Context: an optimization exercise on an open-source flow, tuned for small area, a short achievable clock period and few clock cycles. The choices shown serve that exercise and are no tape-out recipe.
The RTL was checked by simulation tests, not by an equivalence proof against the original design.
Power figures rest on the tool's default switching activity, not on a simulated workload.

**flow/design.v**
```verilog
module ace128 (
    input  wire         clk,
    input  wire         rst,           
    input  wire [127:0] track_spec,    
    input  wire [31:0]  pin_order,     
    input  wire         reverse,
    input  wire         persist_cfg,
    input  wire         cmd_valid,
    input  wire [39:0]  cmd_word,
    output wire         cmd_ready,
    output reg          rsp_valid,
    output reg  [36:0]  rsp_word,      
    output reg          bus_req,
    output reg          bus_we,
    output reg  [7:0]   bus_wdata,
    input  wire         bus_ack,
    input  wire         bus_err,
    input  wire [7:0]   bus_rdata,
    output reg          st_req,
    output reg          st_we,         
    output reg  [7:0]   st_wzero,
    output reg  [31:0]  st_wturns,
    input  wire         st_ack,
    input  wire [1:0]   st_rstat,      
    input  wire [7:0]   st_rzero,
    input  wire [31:0]  st_rturns
);
    localparam [3:0] S_OK   = 4'h0, S_DEC  = 4'h1, S_BUSE = 4'h2, S_ILL = 4'h3,
                     S_OVF  = 4'h4, S_NRDY = 4'h5, S_CFG  = 4'h6;
    localparam [1:0] FC_NONE = 2'd0, FC_CONFIG = 2'd1, FC_BUS = 2'd2, FC_DECODE = 2'd3;
    localparam [7:0] OP_RAW = 8'h01, OP_UPOS = 8'h02, OP_SPOS = 8'h03, OP_MPOS = 8'h04,
                     OP_SETZ = 8'h05, OP_SETZC = 8'h06, OP_GETZ = 8'h07, OP_SETABS = 8'h08;
    localparam [3:0] ST_CLEAR = 4'd0,  ST_BUILD = 4'd1,  ST_BUSW  = 4'd2,  ST_LOAD = 4'd3,
                     ST_DRD   = 4'd4,  ST_DLK   = 4'd5,  ST_IDLE  = 4'd6,  ST_CRD  = 4'd7,
                     ST_CLK   = 4'd8,  ST_CEX   = 4'd9,  ST_SCHK  = 4'd10, ST_SAVE = 4'd11;
    localparam signed [32:0] TURNS_MIN = -33'sd2147483520;   
    localparam signed [32:0] TURNS_MAX =  33'sd2147483520;   
    reg [3:0]  state;
    reg        failed;
    reg [1:0]  fail_cause;
    reg [6:0]  zero;
    reg [31:0] turns;
    reg [6:0]  last;             
    reg        ls_valid;         
    reg [6:0]  ls_zero;
    reg [31:0] ls_turns;
    reg [7:0]  opc;
    reg [31:0] opnd;
    reg [7:0]  pat;
    reg [6:0]  raw;
    reg [31:0] result;
    reg        warn;
    wire [127:0] tbit;
    genvar gk;
    generate
        for (gk = 0; gk < 128; gk = gk + 1) begin : g_tbit
            assign tbit[gk] = track_spec[8*(gk/8) + 7 - (gk%8)];
        end
    endgenerate
    reg       po_ok;
    reg [7:0] po_seen;
    reg [3:0] po_v;
    reg [2:0] po_b;
    integer   i;
    always @* begin
        po_ok   = 1'b1;
        po_seen = 8'd0;
        po_v    = 4'd0;
        po_b    = 3'd0;
        for (i = 0; i < 8; i = i + 1) begin
            po_v = pin_order[4*i +: 4];
            if (po_v < 4'd1 || po_v > 4'd8)
                po_ok = 1'b0;
            else begin
                po_b = po_v[2:0] - 3'd1;
                if (po_seen[po_b]) po_ok = 1'b0;
                po_seen[po_b] = 1'b1;
            end
        end
    end
    reg  [6:0] bpos;             
    reg  [7:0] bpat;             
    reg  [2:0] ph;
    always @* begin
        for (i = 0; i < 8; i = i + 1) begin
            ph = pin_order[4*i +: 3] - 3'd1;      
            bpat[i] = tbit[bpos + {ph, 4'b0000}];
        end
    end
    reg  [7:0] table_q [0:255];
    wire [7:0] tab_addr = (state == ST_BUILD) ? bpat : pat;
    wire [7:0] tab_rd   = table_q[tab_addr];
    wire       tab_hit  = (tab_rd != 8'hFF);
    integer t;
    always @(posedge clk) begin
        if (state == ST_CLEAR) begin
            for (t = 0; t < 256; t = t + 1)
                table_q[t] <= 8'hFF;
        end else if (state == ST_BUILD) begin
            table_q[bpat] <= {1'b0, bpos};
        end
    end
    wire [7:0]  c_opc  = cmd_word[39:32];
    wire [31:0] c_opnd = cmd_word[31:0];
    reg         c_legal;
    always @* begin
        case (c_opc)
            OP_RAW, OP_UPOS, OP_SPOS, OP_MPOS, OP_SETZC, OP_GETZ: c_legal = (c_opnd == 32'd0);
            OP_SETZ:   c_legal = (c_opnd[31:8] == 24'd0);
            OP_SETABS: c_legal = 1'b1;
            default:   c_legal = 1'b0;
        endcase
    end
    assign cmd_ready = (state == ST_IDLE);
    wire [6:0]         upos    = reverse ? (zero - raw) : (raw - zero);
    wire signed [7:0]  s8      = {upos[6], upos};                   
    wire signed [7:0]  last8   = {last[6], last};
    wire signed [8:0]  dlast   = last8 - s8;                        
    wire               fwd     = (dlast >  9'sd64);
    wire               bwd     = (dlast < -9'sd64);
    wire signed [32:0] turns33 = {turns[31], turns};
    wire signed [32:0] mt1     = fwd ? turns33 + 33'sd128 :
                                 bwd ? turns33 - 33'sd128 : turns33;
    wire               movf    = (mt1 < TURNS_MIN) || (mt1 > TURNS_MAX);
    wire [31:0]        mres    = mt1[31:0] + {{24{s8[7]}}, s8};
    wire [6:0]         lo      = opnd[6:0];
    wire [6:0]         z1      = reverse ? (raw + lo) : (raw - lo);
    wire signed [32:0] tgt33   = {opnd[31], opnd};
    wire signed [32:0] at1     = tgt33 - {{26{lo[6]}}, lo};
    wire               aovf    = (at1 < TURNS_MIN) || (at1 > TURNS_MAX);
    wire signed [32:0] rturns33 = {st_rturns[31], st_rturns};
    wire               rec_ok   = (st_rzero[7] == 1'b0) && (st_rturns[6:0] == 7'd0) &&
                                  (rturns33 >= TURNS_MIN) && (rturns33 <= TURNS_MAX);
    task respond(input [3:0] status, input [31:0] data, input w);
        begin
            rsp_valid <= 1'b1;
            rsp_word  <= {status, w, data};
            state     <= ST_IDLE;
        end
    endtask
    task reset_fail(input [3:0] status, input [1:0] cause);
        begin
            failed     <= 1'b1;
            fail_cause <= cause;
            respond(status, 32'd0, warn);
        end
    endtask
    task start_bus_read;
        begin
            bus_req   <= 1'b1;
            bus_we    <= 1'b0;
            bus_wdata <= 8'd0;
        end
    endtask
    always @(posedge clk) begin
        if (rst) begin
            state      <= ST_CLEAR;
            failed     <= 1'b0;
            fail_cause <= FC_NONE;
            ls_valid   <= 1'b0;
            warn       <= 1'b0;
            rsp_valid  <= 1'b0;
            rsp_word   <= 37'd0;
            bus_req    <= 1'b0;
            bus_we     <= 1'b0;
            bus_wdata  <= 8'd0;
            st_req     <= 1'b0;
            st_we      <= 1'b0;
            st_wzero   <= 8'd0;
            st_wturns  <= 32'd0;
            bpos       <= 7'd0;
        end else begin
            rsp_valid <= 1'b0;
            case (state)
                ST_CLEAR: begin
                    bpos <= 7'd0;
                    if (!po_ok) reset_fail(S_CFG, FC_CONFIG);
                    else        state <= ST_BUILD;
                end
                ST_BUILD: begin
                    if (tab_hit) begin
                        reset_fail(S_CFG, FC_CONFIG);    
                    end else begin
                        bpos <= bpos + 7'd1;
                        if (bpos == 7'd127) begin
                            bus_req   <= 1'b1;
                            bus_we    <= 1'b1;
                            bus_wdata <= 8'hFF;
                            state     <= ST_BUSW;
                        end
                    end
                end
                ST_BUSW: if (bus_ack) begin
                    bus_req <= 1'b0;
                    bus_we  <= 1'b0;
                    if (bus_err) begin
                        reset_fail(S_BUSE, FC_BUS);
                    end else if (persist_cfg) begin
                        st_req <= 1'b1;
                        st_we  <= 1'b0;
                        state  <= ST_LOAD;
                    end else begin
                        start_bus_read;
                        state <= ST_DRD;
                    end
                end
                ST_LOAD: if (st_ack) begin
                    st_req <= 1'b0;
                    if (!st_rstat[1] && !st_rstat[0] && rec_ok) begin
                        zero     <= st_rzero[6:0];
                        turns    <= st_rturns;
                        ls_valid <= 1'b1;
                        ls_zero  <= st_rzero[6:0];
                        ls_turns <= st_rturns;
                        last     <= 7'd0;
                        respond(S_OK, 32'd0, warn);
                    end else begin
                        if (st_rstat[1] || !st_rstat[0]) warn <= 1'b1;
                        start_bus_read;
                        state <= ST_DRD;
                    end
                end
                ST_DRD: if (bus_ack) begin
                    bus_req <= 1'b0;
                    if (bus_err) reset_fail(S_BUSE, FC_BUS);
                    else begin
                        pat   <= bus_rdata;
                        state <= ST_DLK;
                    end
                end
                ST_DLK: begin
                    if (!tab_hit) reset_fail(S_DEC, FC_DECODE);
                    else begin
                        zero  <= tab_rd[6:0];
                        turns <= 32'd0;
                        last  <= 7'd0;
                        respond(S_OK, 32'd0, warn);
                    end
                end
                ST_IDLE: if (cmd_valid) begin
                    opc    <= c_opc;
                    opnd   <= c_opnd;
                    warn   <= 1'b0;
                    result <= 32'd0;
                    if (failed)
                        respond(S_NRDY, {30'd0, fail_cause}, 1'b0);
                    else if (!c_legal)
                        respond(S_ILL, 32'd0, 1'b0);
                    else if (c_opc == OP_GETZ)
                        respond(S_OK, {25'd0, zero}, 1'b0);
                    else if (c_opc == OP_SETZ) begin
                        zero  <= c_opnd[6:0];
                        state <= ST_SCHK;
                    end else begin
                        start_bus_read;
                        state <= ST_CRD;
                    end
                end
                ST_CRD: if (bus_ack) begin
                    bus_req <= 1'b0;
                    if (bus_err) respond(S_BUSE, 32'd0, 1'b0);
                    else begin
                        pat   <= bus_rdata;
                        state <= ST_CLK;
                    end
                end
                ST_CLK: begin
                    if (!tab_hit) respond(S_DEC, {24'd0, pat}, 1'b0);
                    else begin
                        raw   <= tab_rd[6:0];
                        state <= ST_CEX;
                    end
                end
                ST_CEX: begin
                    case (opc)
                        OP_RAW:  respond(S_OK, {25'd0, raw}, 1'b0);
                        OP_UPOS: respond(S_OK, {25'd0, upos}, 1'b0);
                        OP_SPOS: respond(S_OK, {{24{s8[7]}}, s8}, 1'b0);
                        OP_MPOS: begin
                            if (movf) respond(S_OVF, 32'd0, 1'b0);
                            else begin
                                turns <= mt1[31:0];
                                last  <= upos;
                                if (fwd || bwd) begin
                                    result <= mres;
                                    state  <= ST_SCHK;
                                end else begin
                                    respond(S_OK, mres, 1'b0);
                                end
                            end
                        end
                        OP_SETZC: begin
                            zero  <= raw;
                            state <= ST_SCHK;
                        end
                        default: begin  
                            if (aovf) respond(S_OVF, 32'd0, 1'b0);
                            else begin
                                zero  <= z1;
                                last  <= lo;
                                turns <= at1[31:0];
                                state <= ST_SCHK;
                            end
                        end
                    endcase
                end
                ST_SCHK: begin
                    if (!persist_cfg || (ls_valid && ls_zero == zero && ls_turns == turns))
                        respond(S_OK, result, 1'b0);
                    else begin
                        st_req    <= 1'b1;
                        st_we     <= 1'b1;
                        st_wzero  <= {1'b0, zero};
                        st_wturns <= turns;
                        state     <= ST_SAVE;
                    end
                end
                ST_SAVE: if (st_ack) begin
                    st_req <= 1'b0;
                    st_we  <= 1'b0;
                    if (st_rstat[1]) respond(S_OK, result, 1'b1);
                    else begin
                        ls_valid <= 1'b1;
                        ls_zero  <= zero;
                        ls_turns <= turns;
                        respond(S_OK, result, 1'b0);
                    end
                end
                default: state <= ST_CLEAR;
            endcase
        end
    end
endmodule
```
**flow/run.sh**
```bash
#!/bin/bash
# synth_recipe.tcl (not shown) runs the flow's synth.tcl, then flattens the netlist and writes it again
# the make line also repeats each setting of config.mk as NAME=value (left out here)
make -C /OpenROAD-flow-scripts/flow DESIGN_CONFIG=/design/flow/config.mk WORK_HOME=/design/flow/orfs CLKGATE_MAP_FILE= SYNTH_SCRIPT=/design/flow/synth_recipe.tcl finish
```
**flow/config.mk**
```make
export PLATFORM = sky130hd
export DESIGN_NAME = ace128
export DESIGN_NICKNAME = ace128
export VERILOG_FILES = /design/flow/design.v
export SDC_FILE = /design/flow/constraint.sdc
export NUM_CORES = 4
export LEC_CHECK = 0
export CAP_MARGIN = 20
export CORE_MARGIN = 2
export CORE_UTILIZATION = 30
export SLEW_MARGIN = 20
```
**flow/constraint.sdc**
```tcl
create_clock -name core_clock -period 15.0 [get_ports {clk}]
set_input_delay 3.0000 -clock core_clock [delete_from_list [all_inputs] [get_ports {clk}]]
set_output_delay 3.0000 -clock core_clock [all_outputs]
set_load 0.01 [all_outputs]
```
==> impl_metrics.env <==
export IMPL_die_w_um=625
export IMPL_finalMaxSlewViolations=0
export IMPL_grt_pass1_vias=87601
export IMPL_crit_arrival_ps=12670
export IMPL_drive_gt1_frac=0.0874
export IMPL_swShare=0.407
export IMPL_worstHoldPathType="reg2reg"
export IMPL_root_buffer="clkbuf_16"
export IMPL_yosysTopAreaCell="edfxtp_1"
export IMPL_pre_cts_slack_ps=2500
export IMPL_wl_per_cell_um=27.2
export IMPL_synth_top_cells_by_count="nand2_1, nor2_1, edfxtp_1"
export IMPL_crit_slowest_cell="o32ai_1"
export IMPL_r2r_end="turns[27]$_DFFE_PP_"
export IMPL_htree_levels=4
export IMPL_layout_area_overhead_vs_synth_pct=14.3
export IMPL_synthArstFlopShare=0
export IMPL_synth_seq_cells=2317
export IMPL_max_cap_viol_count=0
export IMPL_cp_max_fo=58
export IMPL_required_ps=15730
export IMPL_nets=11860
export IMPL_switchingPower_uw=12300
export IMPL_dieHeight_um=625
export IMPL_cp_common_cell="buf_4"
export IMPL_fin_crit_ps=11940
export IMPL_first_iter_violations=13674
export IMPL_syn_inst=11467
export IMPL_viasPerCell=5.60
export IMPL_start_kind="input port"
export IMPL_slew_limit_headroom=0.101
export IMPL_intPower_uw=17900
export IMPL_yosys_top_cells_area="edfxtp_1, nand2_1, nor2_1, dfxtp_1, mux4_2"
export IMPL_r2r_setup_slack_ps=4740
export IMPL_synth_top_flop_cell="edfxtp_1"
export IMPL_hold_end="table_q[222][7]$_SDFFE_PP0P_"
export IMPL_layout_setup_ws_ps=3060
export IMPL_critPathKind="in2reg"
export IMPL_yosysSeqAreaShare=0.571
export IMPL_yosysTopAreaCellShare=0.510
export IMPL_clkTransAtPathRegs_ps=60
export IMPL_fillers=38029
export IMPL_endpoint_kind="register"
export IMPL_yosysWarnings=1
export IMPL_pwr_share_comb=0.387
export IMPL_sequentialPowerShare=0.409
export IMPL_rows=227
export IMPL_yosysUniqueCellTypes=107
export IMPL_synth_enable_flop_cells=1964
export IMPL_hp_start="table_q[222][7]$_SDFFE_PP0P_"
export IMPL_cts_sinks=2317
export IMPL_hold_viol=0
export IMPL_initial_core_util=0.302
export IMPL_dr_total_vias=93691
export IMPL_slowest_delay_ps=840
export IMPL_grt_pass1_wl_um=644000
export IMPL_antenna_found_initial=37
export IMPL_clkPwrFrac=0.204
export IMPL_cts_tree="yes"
export IMPL_wl_um=456000
export IMPL_place_port_buffers=346
export IMPL_cp_top_family="buffers and inverters"
export IMPL_ant_nets=0
export IMPL_place_gp_congestion=0.966
export IMPL_post_synth_top_count_cell="nand2_1"
export IMPL_dpl_hpwl_um=298000
export IMPL_grt_use_total=0.225
export IMPL_reg2regPathDepth=20
export IMPL_post_cts_buffers=0
export IMPL_synth_area_um2=116000
export IMPL_holdPathStages=2
export IMPL_rsz0062_at_grt="no"
export IMPL_skew_ps=102
export IMPL_cts_buffer_depth=4
export IMPL_clock_latency_ps=960
export IMPL_io_pins=349
export IMPL_clock_fmax_mhz=83.8
export IMPL_path_buf_inv=8
export IMPL_avgSynthCellArea_um2=10.1
export IMPL_p_leak_uw=0.0485
export IMPL_tightest_slew_ps=1350
export IMPL_hold_buffers=0
export IMPL_core_um2=383000
export IMPL_drc_errors=0
export IMPL_cellPowerDensity_nw_per_um2=228
export IMPL_numCtsBuffers=241
export IMPL_drt_pass1_iter_count=8
export IMPL_dieArea_um2=390000
export IMPL_outcome="finished clean"
export IMPL_irDropWorstVdd_mv=0.257
export IMPL_ctsResizeCount=0
export IMPL_reg2reg_from="bpos[1]$_SDFFE_PP0P_"
export IMPL_setup_violations=0
export IMPL_fin_setup_tns_ps=0
export IMPL_fin_crit_sh=0.796
export IMPL_grt_max_degree=146
export IMPL_overflow=0
worst min-delay path: stages, from the launching register on:
cell     delay [ps]
dfxtp_1         320
nor2_1           40
nor2_1           60
worst max-delay path by stage:
stage                                 to  slack, ps  depth (start not counted)          from
2_1_floorplan      last[0]$_SDFFCE_PN0P_       4200                         24       reverse
3_3_place_gp   rsp_word[33]$_SDFFE_PP0P_       1940                         24  pin_order[8]
3_5_place_dp   rsp_word[33]$_SDFFE_PP0P_       2500                         26  pin_order[0]
4_1_cts        rsp_word[33]$_SDFFE_PP0P_       3420                         26  pin_order[0]
5_1_grt        rsp_word[33]$_SDFFE_PP0P_       2760                         26  pin_order[0]
6_report       rsp_word[33]$_SDFFE_PP0P_       3060                         26  pin_order[0]
flip-flops by register name (all words and copies together) (netlist names), 2 cells and up:
register,flops
ls_turns,32
state,4
zero,7
turns,32
opnd,32
opc,8
raw,7
bpos,7
fail_cause,2
st_wturns,32
table_q,2048
result,32
st_wzero,7
rsp_word,36
pat,8
ls_zero,7
last,7
power by group through the flow:
stage	clock (uW)	sequential [uW]	combinational, uW
after global routing	6410	12500	12400
after CTS	6170	12300	11400
after floorplan	0	12000	7210
final	6150	12300	11700
after detailed placement	0	12400	11300
after global placement	0	12400	11200
kinds of logic after synthesis:
kind of cell    Yosys count  share of synthesized area
flops                  2317                      0.571
xor+xnor                156                     0.0119
simple gates           5595                      0.199
fa+ha+maj               140                     0.0160
compound gates         1557                     0.0900
mux                     558                     0.0696
buf+inv                1143                     0.0421
other cells               1                  0.0000324
metal layers:
| metal | GRT usage | vias up | routed length [um] |
|---|---|---|---|
| met1 | 0.289 | 45987 | 171000 |
| met4 | 0.127 | 38 | 29400 |
| met3 | 0.0589 | 1217 | 54600 |
| met2 | 0.345 | 6026 | 200000 |
| met5 | 0 | - | 301 |
| li1 | - | 40423 | - |
cells in the final DEF (no fill, tap or decap), drive strengths merged, types with 27 or more instances in the layout:
cell type,n
a211oi,136
a21o,34
a21oi,464
a221oi,51
a22o,27
a22oi,89
a31oi,107
a32oi,40
and2,82
and3,32
buf,253
clkbuf,333
clkdlybuf4s50,345
clkinv,77
dfxtp,353
edfxtp,1964
ha,126
inv,302
mux2,39
mux2i,326
mux4,193
nand2,2425
nand2b,31
nand3,504
nand4,83
nor2,2125
nor2b,36
nor3,111
nor4,51
o211ai,29
o21ai,273
o22ai,40
or2,31
xnor2,81
xor2,74
cell type report:
cell class / instances / area [um2] / share of cell area
Clock buffer: 332 / 6650 / 0.0503
Antenna cell: 22 / 55.1 / 0.000416
Timing Repair Buffer: 599 / 5590 / 0.0422
Multi-Input combinational cell: 8008 / 45200 / 0.342
Sequential cell: 2317 / 66100 / 0.500
Clock inverter: 115 / 1240 / 0.00941
Tap cell: 5038 / 6300 / 0.0477
Inverter: 296 / 1110 / 0.00840
stage by stage:
step,utilization,total power [uW],hold slack [ps],cell area (um2),cells
floorplan,-,19200,430,116000,11468
detailed placement,0.324,23800,452,124000,16256
global route,0.345,31400,492,132000,16710
finish,0.345,30200,464,132000,16727
global placement,0.324,23500,446,124000,16250
CTS,0.345,29900,465,132000,16703
Testbench counts, summed over its fixed seeds: cycles 17,944.

[separate check: timing with driven ports]
In the flow no input, the clock included, has a driving cell. The finished layout below was timed again as built, in two steps. Step 1, drivers: a clkbuf_16 drives clk and a buf_2 each remaining input, both assumed. Step 2, shift: input delay + t, output delay - t, t = (earliest + latest rising clock arrival at the registers) / 2. This alone moves slack from input paths to output paths. Slacks: no drivers / after step 1 / after step 2; pairs: no drivers / after step 1.
t, ns: 1.020
setup slack, ns: 3.063 / 3.117 / 2.097
worst hold slack (ns): 0.464 / 0.464 / 0.464
clock arrival spread, ns: 0.105 / 0.104
After both steps this run still meets setup and hold. For this run, drivers alone change the setup slack by +0.054 ns; drivers and shift together by -0.966 ns.
